Context: an optimization exercise on an open-source flow, tuned for small area, a short achievable clock period and few clock cycles. The choices shown serve that exercise and are no tape-out recipe. The RTL of this run was laid out without a check of its function. Power and IR drop assume default switching activity.

==> flow/design.v <==
module chichi_engine (
    input  wire        clk,
    input  wire        rst,
    input  wire        bus_valid,
    input  wire        bus_we,
    input  wire [5:0]  bus_addr,
    input  wire [3:0]  bus_size,
    input  wire [63:0] bus_wdata,
    output wire [63:0] bus_rdata
);
    localparam [7:0] OP_NOP    = 8'h00, OP_LOAD  = 8'h01, OP_EXTR = 8'h02,
                     OP_GETB   = 8'h03, OP_SETB  = 8'h04, OP_XOR  = 8'h05,
                     OP_CHI    = 8'h10, OP_CHICHI = 8'h11, OP_LIN = 8'h18,
                     OP_TINJ   = 8'h20, OP_MERGE = 8'h21, OP_RND  = 8'h22,
                     OP_FRND   = 8'h23, OP_DEC   = 8'h24;
    localparam [7:0] E_RANGE        = 8'h01, E_WIDTH_MISMATCH = 8'h02,
                     E_BAD_WSEL     = 8'h04, E_BAD_ROUNDS     = 8'h05,
                     E_ILL_OPCODE   = 8'h10, E_ILL_REG        = 8'h11,
                     E_ILL_RESERVED = 8'h12, E_BUSY_WRITE     = 8'h20,
                     E_BUS_ACCESS   = 8'h21;
    localparam [2:0] A_CFG = 3'd0, A_STATUS = 3'd1, A_CMD = 3'd2,
                     A_DIN = 3'd3, A_DOUT = 3'd4;
    function automatic [39:0] chix40(input [39:0] x, input w40, input cc);
        integer i;
        reg [39:0] y32, y40;
        begin
            for (i = 0; i < 40; i = i + 1)
                y40[i] = x[i] ^ (~x[(i+1)%40] & x[(i+2)%40]);
            for (i = 0; i < 32; i = i + 1)
                y32[i] = x[i] ^ (~x[(i+1)%32] & x[(i+2)%32]);
            y32[39:32] = y40[39:32];
            if (cc) begin
                y32[13] = x[16] ^ (~x[14] & x[0]);
                y32[14] = x[15] ^ (~x[0] & x[1]);
                y32[15] = ~x[13] ^ (~x[16] & ~x[17]);
                y32[16] = x[14] ^ (~x[17] & x[18]);
                y32[30] = x[30] ^ (~x[31] & x[15]);
                y32[31] = x[31] ^ (~x[15] & x[16]);
                y40[17] = x[20] ^ (~x[18] & x[0]);
                y40[18] = x[19] ^ (~x[0] & x[1]);
                y40[19] = ~x[17] ^ (~x[20] & ~x[21]);
                y40[20] = x[18] ^ (~x[21] & x[22]);
                y40[38] = x[38] ^ (~x[39] & x[19]);
                y40[39] = x[39] ^ (~x[19] & x[20]);
            end
            chix40 = w40 ? y40 : y32;
        end
    endfunction
    function automatic [63:0] chix64(input [63:0] x, input cc);
        integer i;
        begin
            for (i = 0; i < 64; i = i + 1)
                chix64[i] = x[i] ^ (~x[(i+1)%64] & x[(i+2)%64]);
            if (cc) begin
                chix64[29] = x[32] ^ (~x[30] & x[0]);
                chix64[30] = x[31] ^ (~x[0] & x[1]);
                chix64[31] = ~x[29] ^ (~x[32] & ~x[33]);
                chix64[32] = x[30] ^ (~x[33] & x[34]);
                chix64[62] = x[62] ^ (~x[63] & x[31]);
                chix64[63] = x[63] ^ (~x[31] & x[32]);
            end
        end
    endfunction
    function automatic [39:0] lin40w(input [39:0] x, input w40);
        integer i;
        reg [39:0] y32, y40;
        begin
            for (i = 0; i < 40; i = i + 1)
                y40[i] = x[(17*i+1)%40] ^ x[(17*i+9)%40] ^ x[(17*i+30)%40];
            for (i = 0; i < 32; i = i + 1)
                y32[i] = x[(11*i+5)%32] ^ x[(11*i+9)%32] ^ x[(11*i+12)%32];
            y32[39:32] = y40[39:32];
            lin40w = w40 ? y40 : y32;
        end
    endfunction
    function automatic [63:0] lin64(input [63:0] x);
        integer i;
        begin
            for (i = 0; i < 64; i = i + 1)
                lin64[i] = x[(3*i+1)%64] ^ x[(3*i+26)%64] ^ x[(3*i+50)%64];
        end
    endfunction
    reg [39:0] x1_q, x2_q, x_q;      
    reg [63:0] t_q;                  
    reg [63:0] din_q, dout_q;
    reg [63:0] rdata_q;
    reg        wsel_q;               
    reg [7:0]  rounds_q;
    reg        err_q;
    reg [7:0]  errcode_q;            
    reg [31:0] errinfo_q;            
    reg        pend_q;               
    reg        run_q;                
    reg        rdec_q;               
    reg        rsetb_q;              
    reg [7:0]  cnt_q;                
    reg [1:0]  rd_q, rs_q;           
    reg [6:0]  ra_q, rl_q;
    reg        rv_q;
    wire       admitted = (bus_size == 4'd8) && (bus_addr[2:0] == 3'd0);
    wire [2:0] off      = bus_addr[5:3];
    wire       acc_wr   = bus_valid && bus_we;
    wire wr_cfg    = acc_wr && admitted && off == A_CFG;
    wire wr_status = acc_wr && admitted && off == A_STATUS;
    wire wr_cmd    = acc_wr && admitted && off == A_CMD;
    wire wr_din    = acc_wr && admitted && off == A_DIN;
    wire cfg_bad_wsel   = bus_wdata[1:0] > 2'd1;
    wire cfg_bad_rounds = bus_wdata[15:8] == 8'd0;
    reg        h_err;
    reg [7:0]  h_code;
    reg [31:0] h_info;
    always @* begin
        h_err  = 1'b0;
        h_code = 8'd0;
        h_info = 32'd0;
        if (bus_valid && !admitted) begin
            h_err  = 1'b1;
            h_code = E_BUS_ACCESS;
            h_info = {20'd0, bus_size, 2'b00, bus_addr};
        end else if ((wr_cfg || wr_cmd || wr_din) && pend_q) begin
            h_err  = 1'b1;
            h_code = E_BUSY_WRITE;
            h_info = {26'd0, bus_addr};
        end else if (wr_cfg && cfg_bad_wsel) begin
            h_err  = 1'b1;
            h_code = E_BAD_WSEL;
            h_info = bus_wdata[31:0];
        end else if (wr_cfg && cfg_bad_rounds) begin
            h_err  = 1'b1;
            h_code = E_BAD_ROUNDS;
            h_info = bus_wdata[31:0];
        end
    end
    wire cfg_apply = wr_cfg && !pend_q && !cfg_bad_wsel && !cfg_bad_rounds;
    wire cfg_zero  = cfg_apply && (bus_wdata[0] != wsel_q);
    wire cmd_take  = wr_cmd && !pend_q && !err_q;
    wire din_apply = wr_din && !pend_q;
    wire clr_err   = wr_status && bus_wdata[1];
    wire rounds_one = (rounds_q == 8'd1);
    wire fast_dec   = cmd_take && (bus_wdata[7:0] == OP_DEC) &&
                      (bus_wdata[15:14] == 2'd0) && !bus_wdata[31] && !rounds_one;
    wire [31:0] cw = errinfo_q;
    wire [7:0] op  = cw[7:0];
    wire [2:0] rd  = cw[10:8];
    wire [2:0] rs  = cw[13:11];
    wire [6:0] fa  = cw[22:16];
    wire [6:0] fl  = cw[30:24];
    wire resv_bad = (cw[15:14] != 2'd0) || cw[31];
    reg op_ok;
    always @* begin
        case (op)
            OP_NOP, OP_LOAD, OP_EXTR, OP_GETB, OP_SETB, OP_XOR,
            OP_CHI, OP_CHICHI, OP_LIN,
            OP_TINJ, OP_MERGE, OP_RND, OP_FRND, OP_DEC: op_ok = 1'b1;
            default: op_ok = 1'b0;
        endcase
    end
    wire uses_rd = (op == OP_LOAD) || (op == OP_SETB) || (op == OP_XOR) ||
                   (op == OP_CHI)  || (op == OP_CHICHI) || (op == OP_LIN);
    wire uses_rs = (op == OP_EXTR) || (op == OP_GETB) || (op == OP_XOR);
    wire [6:0] w_n   = wsel_q ? 7'd40 : 7'd32;
    wire [6:0] rd_n  = (rd == 3'd3) ? 7'd64 : w_n;
    wire [6:0] rs_n  = (rs == 3'd3) ? 7'd64 : w_n;
    wire [7:0] extr_end = {1'b0, fa} + {1'b0, fl};
    reg        e_err;
    reg [7:0]  e_code;
    always @* begin
        e_err  = 1'b1;
        e_code = 8'd0;
        if (resv_bad)
            e_code = E_ILL_RESERVED;
        else if (!op_ok)
            e_code = E_ILL_OPCODE;
        else if (uses_rd && rd > 3'd3)
            e_code = E_ILL_REG;
        else if (uses_rs && rs > 3'd3)
            e_code = E_ILL_REG;
        else if (op == OP_XOR && ((rd == 3'd3) != (rs == 3'd3)))
            e_code = E_WIDTH_MISMATCH;
        else if (op == OP_EXTR && extr_end > {1'b0, rs_n})
            e_code = E_RANGE;
        else if (op == OP_GETB && fa >= rs_n)
            e_code = E_RANGE;
        else if (op == OP_SETB && fa >= rd_n)
            e_code = E_RANGE;
        else
            e_err = 1'b0;
    end
    wire first = pend_q && !run_q;
    wire exec  = first && !e_err;
    wire o_load   = exec && op == OP_LOAD;
    wire o_extr   = exec && op == OP_EXTR;
    wire o_getb   = exec && op == OP_GETB;
    wire o_setb   = exec && op == OP_SETB;
    wire o_xor    = exec && op == OP_XOR;
    wire o_chi    = exec && op == OP_CHI;
    wire o_chichi = exec && op == OP_CHICHI;
    wire o_lin    = exec && op == OP_LIN;
    wire o_tinj   = exec && op == OP_TINJ;
    wire o_merge  = exec && op == OP_MERGE;
    wire o_rnd    = exec && op == OP_RND;
    wire o_frnd   = exec && op == OP_FRND;
    wire o_dec    = exec && op == OP_DEC;
    wire t0 = rd_q == 2'd0, t1 = rd_q == 2'd1, t2 = rd_q == 2'd2, t3 = rd_q == 2'd3;
    wire dec_run  = run_q && rdec_q;
    wire dec_more = (cnt_q + 8'd1) != rounds_q;
    wire rnd_now  = o_rnd || (o_dec && !rounds_one) || (dec_run && dec_more);
    wire fin_now  = o_frnd || (o_dec && rounds_one) || (dec_run && !dec_more);
    wire rot_run   = run_q && !rdec_q;
    wire ra_zero   = ra_q == 7'd0;
    wire rl_zero   = rl_q == 7'd0;
    wire rot_first = o_setb || ((o_extr || o_getb) && !ra_zero && !rl_zero);
    wire rot_step  = rot_first || rot_run;
    wire rot_setb  = run_q ? rsetb_q : o_setb;
    wire [1:0] rreg = rot_setb ? rd_q : rs_q;
    wire [6:0] kstep = run_q ? cnt_q[6:0] : 7'd0;
    wire at_a      = kstep == ra_q;
    wire [6:0] rw_n = (rreg == 2'd3) ? 7'd64 : w_n;
    wire rot_last  = rot_run && (kstep == rw_n - 7'd1);
    wire wrapv     = rot_setb && at_a;
    wire cap_now   = ((o_extr || o_getb) && (ra_zero || rl_zero)) ||
                     (rot_run && !rsetb_q && at_a);
    wire step_done = (first && e_err) ||
                     (exec && !rot_first && !(o_dec && !rounds_one)) ||
                     (dec_run && !dec_more) || rot_last;
    wire pend_next = pend_q && !step_done;
    wire [1:0] vsel = o_merge ? 2'd1 : o_tinj ? 2'd3 : rs_q;
    reg [63:0] vrs;
    always @* begin
        case (vsel)
            2'd0: vrs = {24'd0, x1_q};
            2'd1: vrs = {24'd0, x2_q};
            2'd2: vrs = {24'd0, x_q};
            default: vrs = t_q;
        endcase
    end
    wire        chi_mode = o_chi;                       
    wire [39:0] cx1   = chix40(x1_q, wsel_q, !chi_mode);
    wire [39:0] x2in  = ((o_chi || o_chichi) && t2) ? x_q : x2_q;
    wire [39:0] cx2   = chix40(x2in, wsel_q, !chi_mode);
    wire [39:0] ls1   = (o_lin && t0) ? x1_q :
                        (o_lin && t2) ? x_q :
                        fin_now ? (cx1 ^ cx2) : cx1;
    wire [39:0] ln1   = lin40w(ls1, wsel_q);
    wire [39:0] ls2   = (o_lin && t1) ? x2_q : cx2;
    wire [39:0] ln2   = lin40w(ls2, wsel_q);
    wire [63:0] ct    = chix64(t_q, o_chichi);
    wire [63:0] lst   = (o_lin && t3) ? t_q : ct;
    wire [63:0] tnext = lin64(lst);                    
    function automatic [39:0] rotx(input [39:0] x, input w40, input wrap_sel, input v);
        reg [39:0] y;
        begin
            y = {x[0], x[39:1]};
            if (wrap_sel) y[39] = v;
            if (!w40) y[31] = wrap_sel ? v : x[0];
            rotx = y;
        end
    endfunction
    wire [39:0] r_x1 = rotx(x1_q, wsel_q, wrapv, rv_q);
    wire [39:0] r_x2 = rotx(x2_q, wsel_q, wrapv, rv_q);
    wire [39:0] r_x  = rotx(x_q,  wsel_q, wrapv, rv_q);
    wire [63:0] r_t  = {wrapv ? rv_q : t_q[0], t_q[63:1]};
    reg [63:0] emask;
    integer mi;
    always @* begin
        for (mi = 0; mi < 64; mi = mi + 1)
            emask[mi] = (mi < rl_q);
    end
    wire [63:0] extr_val = vrs & emask;
    wire w1_din = o_load && t0;
    wire w1_x   = (o_xor && t0) || o_tinj;
    wire w1_cx  = ((o_chi || o_chichi) && t0) || fin_now;
    wire w1_ln  = (o_lin && t0) || rnd_now || fast_dec;
    wire w1_rot = rot_step && rreg == 2'd0;
    wire w2_din = o_load && t1;
    wire w2_x   = (o_xor && t1) || o_tinj;
    wire w2_cx  = ((o_chi || o_chichi) && t1) || fin_now;
    wire w2_ln  = (o_lin && t1) || rnd_now || fast_dec;
    wire w2_rot = rot_step && rreg == 2'd1;
    wire w3_din = o_load && t2;
    wire w3_x   = o_xor && t2;
    wire w3_m   = o_merge;
    wire w3_cx  = (o_chi || o_chichi) && t2;
    wire w3_ln  = (o_lin && t2) || fin_now;
    wire w3_rot = rot_step && rreg == 2'd2;
    wire wt_din = o_load && t3;
    wire wt_z   = o_xor && t3;
    wire wt_cx  = (o_chi || o_chichi) && t3;
    wire wt_ln  = (o_lin && t3) || rnd_now || fast_dec;
    wire wt_rot = rot_step && rreg == 2'd3;
    wire [39:0] kt40 = tnext[39:0];
    always @(posedge clk) begin
        if (rst) begin
            x1_q <= 40'd0;
            x2_q <= 40'd0;
            x_q  <= 40'd0;
            t_q  <= 64'd0;
        end else if (cfg_zero) begin
            x1_q <= 40'd0;
            x2_q <= 40'd0;
            x_q  <= 40'd0;
        end else begin
            if (w1_din)      x1_q <= din_q[39:0];
            else if (w1_x)   x1_q <= x1_q ^ vrs[39:0];
            else if (w1_cx)  x1_q <= cx1;
            else if (w1_ln)  x1_q <= ln1 ^ ((o_lin && t0) ? 40'd0 : kt40);
            else if (w1_rot) x1_q <= r_x1;
            if (w2_din)      x2_q <= din_q[39:0];
            else if (w2_x)   x2_q <= x2_q ^ vrs[39:0];
            else if (w2_cx)  x2_q <= cx2;
            else if (w2_ln)  x2_q <= ln2 ^ ((o_lin && t1) ? 40'd0 : kt40);
            else if (w2_rot) x2_q <= r_x2;
            if (w3_din)      x_q <= din_q[39:0];
            else if (w3_x)   x_q <= x_q ^ vrs[39:0];
            else if (w3_m)   x_q <= x1_q ^ vrs[39:0];
            else if (w3_cx)  x_q <= cx2;
            else if (w3_ln)  x_q <= ln1;
            else if (w3_rot) x_q <= r_x;
            if (wt_din)      t_q <= din_q;
            else if (wt_z)   t_q <= 64'd0;
            else if (wt_cx)  t_q <= ct;
            else if (wt_ln)  t_q <= tnext;
            else if (wt_rot) t_q <= r_t;
        end
    end
    always @(posedge clk) begin
        if (rst) begin
            din_q    <= 64'd0;
            dout_q   <= 64'd0;
            wsel_q   <= 1'b0;
            rounds_q <= 8'd3;
            err_q    <= 1'b0;
            pend_q   <= 1'b0;
            run_q    <= 1'b0;
        end else begin
            if (cfg_apply) begin
                wsel_q   <= bus_wdata[0];
                rounds_q <= bus_wdata[15:8];
            end
            if (din_apply)
                din_q <= bus_wdata;
            if (clr_err)
                err_q <= 1'b0;
            if (h_err && !err_q) begin
                err_q     <= 1'b1;
                errcode_q <= h_code;
                errinfo_q <= h_info;
            end
            if (cmd_take) begin
                pend_q    <= 1'b1;
                errinfo_q <= bus_wdata[31:0];
                rd_q      <= bus_wdata[9:8];
                rs_q      <= bus_wdata[12:11];
                ra_q      <= bus_wdata[22:16];
                rv_q      <= bus_wdata[23];
                rl_q      <= (bus_wdata[7:0] == OP_GETB) ? 7'd1 : bus_wdata[30:24];
                if (fast_dec) begin
                    run_q  <= 1'b1;
                    rdec_q <= 1'b1;
                    cnt_q  <= 8'd1;
                end
            end
            if (pend_q) begin
                pend_q <= pend_next;
                if (first && e_err && !h_err) begin
                    err_q     <= 1'b1;
                    errcode_q <= e_code;
                end
                if (cap_now)
                    dout_q <= extr_val;
                if (step_done) begin
                    run_q <= 1'b0;
                end else if (first) begin
                    run_q   <= 1'b1;
                    rdec_q  <= o_dec;
                    rsetb_q <= o_setb;
                    cnt_q   <= 8'd1;
                end else begin
                    cnt_q <= cnt_q + 8'd1;
                end
            end
        end
    end
    wire       err_n  = err_q || (first && e_err);
    wire [7:0] code_n = err_q ? errcode_q : e_code;
    wire [63:0] status_word = {16'd0, err_n ? errinfo_q : 32'd0,
                               err_n ? code_n : 8'd0, 6'd0, err_n, pend_next};
    wire [63:0] cfg_word    = {48'd0, rounds_q, 6'd0, 1'b0, wsel_q};
    reg [63:0] rdata_mux;
    always @* begin
        case (off)
            A_CFG:    rdata_mux = cfg_word;
            A_STATUS: rdata_mux = status_word;
            A_DIN:    rdata_mux = din_q;
            A_DOUT:   rdata_mux = dout_q;
            default:  rdata_mux = 64'd0;
        endcase
    end
    always @(posedge clk)
        rdata_q <= admitted ? rdata_mux : 64'd0;
    assign bus_rdata = rdata_q;
endmodule
==> flow/run.sh <==
#!/bin/bash
# synth_recipe.tcl (not shown) runs the flow's synth.tcl, then flattens the netlist and writes it again
# the make line also repeats each setting of config.mk as NAME=value (left out here)
make -C /OpenROAD-flow-scripts/flow DESIGN_CONFIG=/design/flow/config.mk WORK_HOME=/design/flow/orfs CLKGATE_MAP_FILE= SYNTH_SCRIPT=/design/flow/synth_recipe.tcl finish
==> flow/config.mk <==
export PLATFORM = sky130hd
export DESIGN_NAME = chichi_engine
export DESIGN_NICKNAME = chichi_engine
export VERILOG_FILES = /design/flow/design.v
export SDC_FILE = /design/flow/constraint.sdc
export NUM_CORES = 4
export LEC_CHECK = 0
export CAP_MARGIN = 20
export CORE_MARGIN = 2
export CORE_UTILIZATION = 30
export PLACE_DENSITY = 0.55
export SLEW_MARGIN = 20
==> flow/constraint.sdc <==
create_clock -name core_clock -period 6.0 [get_ports {clk}]
set_input_delay 1.2000 -clock core_clock [delete_from_list [all_inputs] [get_ports {clk}]]
set_output_delay 1.2000 -clock core_clock [all_outputs]
set_load 0.01 [all_outputs]
==> key figures <==
Drt
  – Number of detailed-route iterations in the first pass: 8
  – Via Count: about 51000
  – Final ANT Viol Nets: 0
  – Final WL: approximately 300000 microns
  – DRC Markers: 0
  – Vias per cell: 6.49
  – Initial drt markers: around 8500
  – Routed wire length per instance: 38.2 microns

Final layout
  – Register area: about 9900 sq um
  – Synth-to-Final Area Change: 22.7%
  – # nets final: 6035
  – Fillers: 14500
  – Share of layout cells above drive strength 1: between 10% and 20%
  – Post-Route Utilization: 37.1%
  – Layout Cells excl Fill: about 7800
  – Multi-input gate area: a little under 30000 sq um

Pwr
  – Maximum VDD drop: 0.000221 V
  – Leakage power: approximately 18 nW
  – Pwr dens: 141 nW/um^2
  – Tot Pwr: between 7 and 8 mW

Min path
  – Worst min-delay path class: register to register

STA
  – Min Tclk post-route: slightly below 6000 ps
  – Final setup viols: 0
  – Slew at the pin with the worst max-slew slack: roughly 1300 ps
  – Setup Skew: 45.0 ps
  – Fin. max-slew vios: 0
  – RSZ-0062 raised after global routing: no
  – Fmax: 0.173 GHz
  – Slew headroom: roughly 11%
  – Final Cycle Share: a little over nine tenths
  – Fin. Hold Viols: 0

Synth
  – Post-synth cell types: about 100
  – Largest area contributor in the netlist: dfxtp_1
  – Post-synth net total: 5768
  – Syn. warnings: 1
  – Synth top area cells: dfxtp_1 19%, xnor2_1 14%, a21oi_1 6.1%
  – Mapped Cells: roughly 5700
  – Post-synthesis register bit count: ~460
  – Commonest cells in the synthesized netlist: 686 x xnor2_1, 618 x nor2_1, 506 x clkbuf_1, 505 x a21oi_1, 495 x nand2_1
  – Cell with the most instances after synthesis: xnor2_1
  – Post-synthesis sequential area ratio: about a quarter
  – Top FF cell, synth: dfxtp_1
  – Syn_area_per_cell: 7.33 sq um
  – Number of flops mapped to enable cells by yosys: ~70
  – Post-synth top area share: between 10% and 20%
  – Post-Syn Area: 41600 sq um
  – Post-synth ARST share: 0%

GRT
  – Gr usage total: between 40% and 50%
  – Largest net degree at the start of global routing: between 100 and 150
  – GRT overflow: 0
  – First-pass GRT wire length: roughly 400000 microns
  – Vias in the first global route: about 46000
  – Initial antenna violation count: 25

Floorplanning
  – Die width: roughly 380 microns
  – Num rows: ~140
  – Die area: 142000 sq um
  – Num ports: 142
  – Die Y-Extent: about 380 microns
  – CORE AREA: 137000 sq um
  – Initial core utilization: approximately 30%

Outcome
  – Run status: no timing/DRC/antenna violations

Clock tree
  – Clock root cell: clkbuf_16
  – Reg clk slew, reported paths: about 70 ps
  – Max clock buf depth: 3
  – Clk sinks: 458
  – CTS Buf Count: 58
  – Post-CTS Setup Inserts: 0
  – Clk latency of the worst-skew pair: approximately 730 ps
  – TritonCTS clock tree: built
  – Post-cts sizing count: 0
  – H-tree Lvls: 2
  – Hold_buf cts: 0

Place
  – Routability congestion estimate: approximately 1.1
  – Post-DP HPWL: approximately 220000 microns
  – Placed cells: 7673
  – Port bufs: around 140

Worst setup path
  – Critical path type: register to register
  – CP max FO: 20
  – Worst R2R Setup Slack: 210 ps
  – CP required: between 6000 and 7000 ps
  – Crit. End Element: register
  – Cell chain of the critical path: nand3b_1 -> inv_1 -> nor2_1 -> ha_1 -> or4b_2 -> a21oi_1 -> or4_1 -> o31ai_2 -> or4_1 -> nor2_4 -> buf_4 -> nor4b_1 -> a21o_1 -> a221oi_2 -> buf_4 -> nor3_1 -> a211oi_1 -> o21ai_0
  – CP max stage delay: approximately 620 ps
  – Startpoint types: register
  – CP max-delay cell: edfxtp_1
  – Critical path data arrival time: 6350 ps

Run
  – Max-cap violations: 0
-- layer usage --
metal | up-vias | routed length, microns | global-route usage [%]
met5 | - | 160 | 0
met4 | 24 | 26200 | 28.7
met3 | 1058 | 41200 | 14.4
met2 | 4094 | 118000 | 57.3
met1 | 24500 | 112000 | 50.7
li1 | 20900 | - | -
-- stage by stage --
step	setup TNS [ps]	area, sq um	setup WS, ps	hold slack (ps)
floorplan	0	41600	544	432
global placement	-867	49000	-196	446
detailed placement	0	49000	81.0	452
CTS	0	50900	33.5	461
global route	0	51000	66.2	496
finish	0	51000	212	460
-- placed cells by master, fill, tap and decap left out, types with 30 or more instances in the layout --
cell type / count
and3_1: 49
a222oi_1: 63
or3_1: 31
nand2b_1: 95
buf_12: 66
a221oi_1: 39
mux2i_1: 99
dfxtp_1: 388
o221ai_1: 55
nor2_1: 604
xor2_1: 142
clkdlybuf4s50_1: 140
nor4_1: 30
edfxtp_1: 69
xnor2_1: 682
buf_4: 585
a22oi_1: 87
clkbuf_16: 58
nor3_1: 118
and2_1: 50
nand2_1: 491
o211ai_1: 87
o21ai_0: 308
nand3_1: 122
a21oi_1: 498
a21o_1: 37
mux2_2: 32
a211oi_1: 150
nor2b_1: 109
inv_1: 37
a31oi_1: 42
o22ai_1: 102
-- cell type report --
| class | instances | area share (%) |
|---|---|---|
| Inverter | 41 | 0.302 |
| Clock inverter | 27 | 0.616 |
| Timing Repair Buffer | 792 | 14.0 |
| Sequential cell | 458 | 19.3 |
| Clock buffer | 80 | 3.19 |
| Multi-Input combinational cell | 4588 | 58.1 |
| Tap cell | 1794 | 4.40 |
| Antenna cell | 17 | 0.0834 |
-- path summary, 6_finish.rpt --
| check | from | to | cells after the start |
|---|---|---|---|
| hold reg to reg | din_q[25] | din_q[25] | 2 |
| setup / recovery | errinfo_q[13] | x2_q[22] | 18 |
| setup reg to reg | errinfo_q[13] | x2_q[22] | 18 |
| hold / removal | din_q[25] | din_q[25] | 2 |
-- power by group --
| group | leakage [nW] | internal [mW] | total (mW) | switching [mW] |
|---|---|---|---|---|
| combinational | 13.0 | 0.114 | 0.315 | 0.201 |
| clock | 0.942 | 2.04 | 3.74 | 1.70 |
| sequential | 3.80 | 3.13 | 3.16 | 0.0268 |
-- cells by family (layout without fill, tap and decap cells) --
logic type      after synthesis  in the layout  synth area share (%)
compound gates             1764           1764                  28.1
xor+xnor                    832            832                  17.7
fa+ha+maj                    18             18                 0.560
buf+inv                     626            940                  5.84
flops                       458            458                  23.7
mux                         132            132                  3.28
other cells                   0             17                     0
simple gates               1842           1842                  20.8
-- flip-flops by register name, summed over array words and instances (netlist names), 7 cells and up, named ones only --
| name | flops |
|---|---|
| x_q | 40 |
| rl_q | 7 |
| rounds_q | 8 |
| x2_q | 40 |
| din_q | 64 |
| cnt_q | 8 |
| dout_q | 64 |
| ra_q | 7 |
| errcode_q | 8 |
| errinfo_q | 32 |
| rdata_q | 64 |
| t_q | 64 |
| x1_q | 40 |
-- critical path: cells and delay by family (launching register included) --
kind / cells / cell delay, ps
flip-flops: 1 / 620
adder cells (fa/ha/maj): 1 / 160
AO/OA/AOI/OAI: 6 / 1760
AND/OR/NAND/NOR: 8 / 2240
buffers and inverters: 3 / 790

==> separate check: timing with driven ports <==
The flow's constraints put no driver on any port. The routed layout listed below was extracted and timed again, unchanged, in two steps.
Step 1, drivers: a clkbuf_16 drives clk and a buf_2 each remaining input, both assumed.
Step 2 moves the port delays by t, midway between the first and last clock arrival at a register: inputs arrive t later, outputs are due t later. That takes back most of the time a late clock gives input paths.
Three values: no drivers, after step 1, after step 2; two values: the first two.
shift t [ns]: 0.780
setup WS [ns]: 0.212 / 0.212 / 0.212
worst setup path at the end: register to register
latest minus earliest clock arrival (ns): 0.046 / 0.045
worst register clock-pin slew, ns: 0.08 / 0.08
After both steps setup and hold are still met in this run. For this run, drivers alone change the setup slack by 0.000 ns; drivers and shift together by 0.000 ns.
